Source: an optimization exercise on an open RTL-to-GDS flow (aim: small area, a short achievable clock period and few clock cycles). Production flows keep margins and buffers that such runs may drop.
At most, simulation tests tie the RTL to the original design; equivalence was not proved.
No activity file was given, so power comes from the tool's default toggle rates.

==> inputs of sierra <==
// swath_engine
module swath_engine (
    input  wire        clk,
    input  wire        rst,
    input  wire        in_valid,
    output wire        in_ready,
    input  wire [5:0]  in_swath,
    input  wire        in_mirror,
    input  wire [63:0] in_sh_l,
    input  wire [63:0] in_sh_r,
    input  wire [63:0] in_lv_l,
    input  wire [63:0] in_lv_r,
    output wire        ev_valid,
    input  wire        ev_ready,
    output wire [15:0] ev_data,
    output wire        res_valid,
    output wire [6:0]  res_k
);
    localparam [2:0] G_IDLE   = 3'd0,    
                     G_SELCOL = 3'd1,
                     G_RCMD   = 3'd2,
                     G_RSEL   = 3'd3,
                     G_DATA   = 3'd4,
                     G_WR     = 3'd5,
                     G_END    = 3'd6;
    localparam [3:0] K_CMD = 4'd1, K_DATA = 4'd2, K_SELCOL = 4'd3,
                     K_SELROW = 4'd4, K_WRITE = 4'd5, K_END = 4'd6;
    wire [63:0] d_l  = in_sh_l ^ in_lv_l;
    wire [63:0] d_r  = in_sh_r ^ in_lv_r;
    wire [63:0] t_l  = {64{in_mirror}} & d_r;
    wire [63:0] t_r  = {64{in_mirror}} & d_l;
    wire [63:0] wl_m = (in_sh_l | t_l) & (~in_lv_l | t_l);
    wire [63:0] wr_m = (in_sh_r | t_r) & (~in_lv_r | t_r);
    wire [63:0] any_n   = d_l | d_r;
    reg [63:0] any, wl, wr;      
    reg [5:0]  sw;
    reg        rdy;              
    reg        full;             
    reg        fresh;            
    reg        men;              
    reg [7:0]  bq;               
    reg        bq_ok;            
    reg        sel;              
    reg        xv;               
  ...
Settings: LEC_CHECK=0, CAP_MARGIN=20, CORE_MARGIN=2, CORE_UTILIZATION=40, SLEW_MARGIN=20; clock period 10.0 ns.
standard.sh (not shown) runs the stock make flow with config.mk's settings and CLKGATE_MAP_FILE= SYNTH_SCRIPT=/design/flow/synth_recipe.tcl, a recipe that flattens the netlist after the stock synthesis.
==> flow/flow/run.sh <==
#!/bin/bash
# Layout flow: the standard ORFS flow (standard synthesis, unchanged),
# with small port buffers and the timing repair aimed at extra setup slack.
set -euo pipefail
export BUFFER_PORTS_ARGS="-buffer_cell sky130_fd_sc_hd__buf_1"
export SETUP_SLACK_MARGIN=6.5
bash standard.sh > orfs_make.log 2>&1
==> yarrow (differences from sierra) <==
--- a/flow/design.v
+++ b/flow/design.v
@@ -33,12 +33,13 @@
     wire [63:0] any_n   = d_l | d_r;
     reg [63:0] any, wl, wr;      
     reg [5:0]  sw;
     reg        rdy;              
     reg        full;             
     reg        fresh;            
+    reg        sbr;              
     reg        men;              
     reg [7:0]  bq;               
     reg        bq_ok;            
     reg        sel;              
     reg        xv;               
     reg [5:0]  ridx;             
@@ -55,42 +56,62 @@
     reg        endr;             
     reg        resv;
     reg [6:0]  resk;
     reg [1:0]  nq;               
     reg [5:0]  cq;               
     reg        hold;             
-    reg [63:0] pre;              
-    integer i;
+    integer    i;
+    reg  [7:0]  gf;              
+    reg  [7:0]  gp;              
+    reg  [63:0] ip;              
+    integer a, b;
     always @(*) begin
-        pre[0] = 1'b0;
-        for (i = 1; i < 64; i = i + 1) pre[i] = pre[i-1] | any[i-1];
-    end
-    wire [63:0] lo = any & ~pre;
+        gp[0] = 1'b0;
+        for (a = 1; a < 8; a = a + 1) gp[a] = gp[a-1] | gf[a-1];
+        for (a = 0; a < 8; a = a + 1) begin
+            ip[8*a] = 1'b0;
+            for (b = 1; b < 8; b = b + 1) ip[8*a+b] = ip[8*a+b-1] | any[8*a+b-1];
+        end
+    end
+    wire [7:0]  gl  = gf & ~gp;              
+    wire [63:0] pre = {{8{gp[7]}}, {8{gp[6]}}, {8{gp[5]}}, {8{gp[4]}},
+                       {8{gp[3]}}, {8{gp[2]}}, {8{gp[1]}}, {8{gp[0]}}} | ip;
+    wire [63:0] li  = any & ~ip;             
     reg  [5:0]  lo_idx;
-    integer j;
+    reg         lo_l, lo_r;
+    integer c, d;
     always @(*) begin
         lo_idx = 6'd0;
-        for (j = 0; j < 64; j = j + 1) lo_idx = lo_idx | ({6{lo[j]}} & j[5:0]);
-    end
-    wire lo_l  = |(lo & wl);
-    wire lo_r  = |(lo & wr);
+        lo_l   = 1'b0;
+        lo_r   = 1'b0;
+        for (c = 0; c < 8; c = c + 1) begin
+            lo_idx[5:3] = lo_idx[5:3] | ({3{gl[c]}} & c[2:0]);
+            for (d = 0; d < 8; d = d + 1) begin
+                lo_idx[2:0] = lo_idx[2:0] | ({3{gl[c] & li[8*c+d]}} & d[2:0]);
+                lo_l = lo_l | (gl[c] & li[8*c+d] & wl[8*c+d]);
+                lo_r = lo_r | (gl[c] & li[8*c+d] & wr[8*c+d]);
+            end
+        end
+    end
     wire sb       = ~|any;                       
-    wire ext      = full & sel & ~xv;            
+    wire sbk      = fresh ? (&bq) : sbr;
+    wire nbk      = ~sbk;
+    wire ext      = full & sel & ~xv & (|gf);    
     wire adv      = ~evv | ev_ready;
     wire gen_rsel = adv & (gs == G_RSEL);
-    wire start    = adv & (gs == G_IDLE) & full & ~sel & ~sb;
+    wire start    = adv & (gs == G_IDLE) & full & ~sel & nbk;
     wire take     = in_valid & rdy;
-    wire retire   = full & ~sel & sb;            
-    wire nb_new   = fresh & full & ~sb;          
+    wire retire   = full & ~sel & sbk;           
+    wire nb_new   = start;                       
     wire drain    = ~endr & cq[0] & ~hold;
     assign in_ready  = rdy;
     assign ev_valid  = evv;
     assign ev_data   = evd;
     assign res_valid = resv;
     assign res_k     = resk;
-    wire       full_n = take | (full & ~sb);
+    wire       full_n = take | (full & ~sbk);
     wire [1:0] nq_n   = nb_new ? (endr ? nq : {nq[0], 1'b1})
                                : (endr ? {1'b0, nq[1]} : nq);
     wire       hold_n = (retire & nq[0] | hold) & ~endr;
     wire [5:0] cq_n   = retire ? (drain ? cq : {cq[4:0], 1'b1})
                                : (drain ? {1'b0, cq[5:1]} : cq);
     wire       slot_n = take ? (bq_ok & (&bq)) : ~full_n;
@@ -101,13 +122,17 @@
             wl  <= wl_m;
             wr  <= wr_m;
             sw  <= in_swath;
         end else if (ext) begin
             any <= any & pre;
         end
-        for (i = 0; i < 8; i = i + 1) bq[i] <= ~|any_n[8*i +: 8];
+        sbr <= sb;
+        for (i = 0; i < 8; i = i + 1) begin
+            bq[i] <= ~|any_n[8*i +: 8];
+            gf[i] <= |any[8*i +: 8];
+        end
         if (ext) begin
             ridx  <= lo_idx;
             rbl   <= lo_l;
             rbr   <= lo_r;
         end
     end
@@ -159,14 +184,14 @@
             else if (adv && gs == G_SELCOL)      sel <= 1'b1;
             if (ext)           xv <= 1'b1;
             else if (gen_rsel) xv <= 1'b0;
             if (adv) begin
                 case (gs)
                     G_IDLE: begin
-                        evv <= full & ~sb;
-                        if (full & ~sb) gs <= G_SELCOL;
+                        evv <= full & ~sel & nbk;
+                        if (full & ~sel & nbk) gs <= G_SELCOL;
                     end
                     G_SELCOL: begin evv <= 1'b1; gs <= G_RCMD; end
                     G_RCMD:   begin evv <= 1'b1; gs <= G_RSEL; end
                     G_RSEL:   begin evv <= 1'b1; gs <= G_DATA; end
                     G_DATA:   begin evv <= 1'b1; gs <= G_WR;   end
                     G_WR:     begin evv <= 1'b1; gs <= last ? G_END : G_RCMD; end
==> flow/flow/run.sh (replaced) <==
#!/bin/bash
# Layout flow: the standard ORFS flow (standard synthesis, unchanged),
# with small port buffers and the timing repair aimed at extra setup slack.
set -euo pipefail
export BUFFER_PORTS_ARGS="-buffer_cell sky130_fd_sc_hd__buf_1"
export SETUP_SLACK_MARGIN=7.0
export CTS_CLUSTER_SIZE=30
export CTS_CLUSTER_DIAMETER=80
bash standard.sh > orfs_make.log 2>&1
==> harbor (differences from sierra) <==
--- a/flow/design.v
+++ b/flow/design.v
@@ -55,28 +55,46 @@
     reg        endr;             
     reg        resv;
     reg [6:0]  resk;
     reg [1:0]  nq;               
     reg [5:0]  cq;               
     reg        hold;             
-    reg [63:0] pre;              
-    integer i;
+    integer    i;
+    reg  [7:0]  gf;              
+    reg  [7:0]  gp;              
+    reg  [63:0] ip;              
+    integer a, b;
     always @(*) begin
-        pre[0] = 1'b0;
-        for (i = 1; i < 64; i = i + 1) pre[i] = pre[i-1] | any[i-1];
-    end
-    wire [63:0] lo = any & ~pre;
+        gp[0] = 1'b0;
+        for (a = 1; a < 8; a = a + 1) gp[a] = gp[a-1] | gf[a-1];
+        for (a = 0; a < 8; a = a + 1) begin
+            ip[8*a] = 1'b0;
+            for (b = 1; b < 8; b = b + 1) ip[8*a+b] = ip[8*a+b-1] | any[8*a+b-1];
+        end
+    end
+    wire [7:0]  gl  = gf & ~gp;              
+    wire [63:0] pre = {{8{gp[7]}}, {8{gp[6]}}, {8{gp[5]}}, {8{gp[4]}},
+                       {8{gp[3]}}, {8{gp[2]}}, {8{gp[1]}}, {8{gp[0]}}} | ip;
+    wire [63:0] li  = any & ~ip;             
     reg  [5:0]  lo_idx;
-    integer j;
+    reg         lo_l, lo_r;
+    integer c, d;
     always @(*) begin
         lo_idx = 6'd0;
-        for (j = 0; j < 64; j = j + 1) lo_idx = lo_idx | ({6{lo[j]}} & j[5:0]);
-    end
-    wire lo_l  = |(lo & wl);
-    wire lo_r  = |(lo & wr);
-    wire sb       = ~|any;                       
+        lo_l   = 1'b0;
+        lo_r   = 1'b0;
+        for (c = 0; c < 8; c = c + 1) begin
+            lo_idx[5:3] = lo_idx[5:3] | ({3{gl[c]}} & c[2:0]);
+            for (d = 0; d < 8; d = d + 1) begin
+                lo_idx[2:0] = lo_idx[2:0] | ({3{gl[c] & li[8*c+d]}} & d[2:0]);
+                lo_l = lo_l | (gl[c] & li[8*c+d] & wl[8*c+d]);
+                lo_r = lo_r | (gl[c] & li[8*c+d] & wr[8*c+d]);
+            end
+        end
+    end
+    wire sb       = ~|gf;                        
     wire ext      = full & sel & ~xv;            
     wire adv      = ~evv | ev_ready;
     wire gen_rsel = adv & (gs == G_RSEL);
     wire start    = adv & (gs == G_IDLE) & full & ~sel & ~sb;
     wire take     = in_valid & rdy;
     wire retire   = full & ~sel & sb;            
@@ -101,13 +119,19 @@
             wl  <= wl_m;
             wr  <= wr_m;
             sw  <= in_swath;
         end else if (ext) begin
             any <= any & pre;
         end
-        for (i = 0; i < 8; i = i + 1) bq[i] <= ~|any_n[8*i +: 8];
+        for (i = 0; i < 8; i = i + 1) begin
+            bq[i] <= ~|any_n[8*i +: 8];
+            if (men)
+                gf[i] <= |any_n[8*i +: 8];
+            else if (ext && gl[i])
+                gf[i] <= |(any[8*i +: 8] & ip[8*i +: 8]);    
+        end
         if (ext) begin
             ridx  <= lo_idx;
             rbl   <= lo_l;
             rbr   <= lo_r;
         end
     end
Settings changed: CORE_UTILIZATION 40 to 65, PLACE_DENSITY set to 0.75.
==> notes.md <==
In harbor the clock power is larger than in yarrow, by about 27%. Sequential share of layout area, highest first: yarrow, harbor, sierra. yarrow completed without violations. sierra passed the timing, DRC and antenna checks. harbor completed with no timing, DRC or antenna violations. The highest routed wire length belongs to sierra, the lowest to harbor. The lowest synthesized cell count belongs to yarrow, the highest to harbor. Sequential power is about the same in yarrow and sierra.
Testbench counts of yarrow, summed over its fixed seeds: cycles 19,783.
No functional check of the RTL was part of sierra and harbor.

==> separate check: timing with driven ports <==
In the flow no input, the clock included, has a driving cell. The finished layouts below were timed again as built, in two steps. Step 1 (the two cells are an assumption about what drives the block):
set clk [get_ports {clk}]
set_driving_cell -lib_cell sky130_fd_sc_hd__clkbuf_16 $clk
set_driving_cell -lib_cell sky130_fd_sc_hd__buf_2 [delete_from_list [all_inputs] $clk]
Step 2, shift: input delay + t, output delay - t, t = (earliest + latest rising clock arrival at the registers) / 2. This alone moves slack from input paths to output paths. Three values: ideal ports, drivers, drivers and shift; two values: the first two.
run	shift t [ns]	slack for setup (ns)	hold WS [ns]
sierra	0.615	6.602 / 6.602 / 6.279	0.474 / 0.474 / 0.474
yarrow	0.581	6.947 / 6.895 / 6.585	0.462 / 0.462 / 0.462
harbor	0.605	6.762 / 6.762 / 6.247	0.411 / 0.411 / 0.411
After both steps setup and hold are still met in every run listed. The setup slack of harbor, which loses most, moves by 0.000 ns with the drivers and by -0.515 ns with both steps.
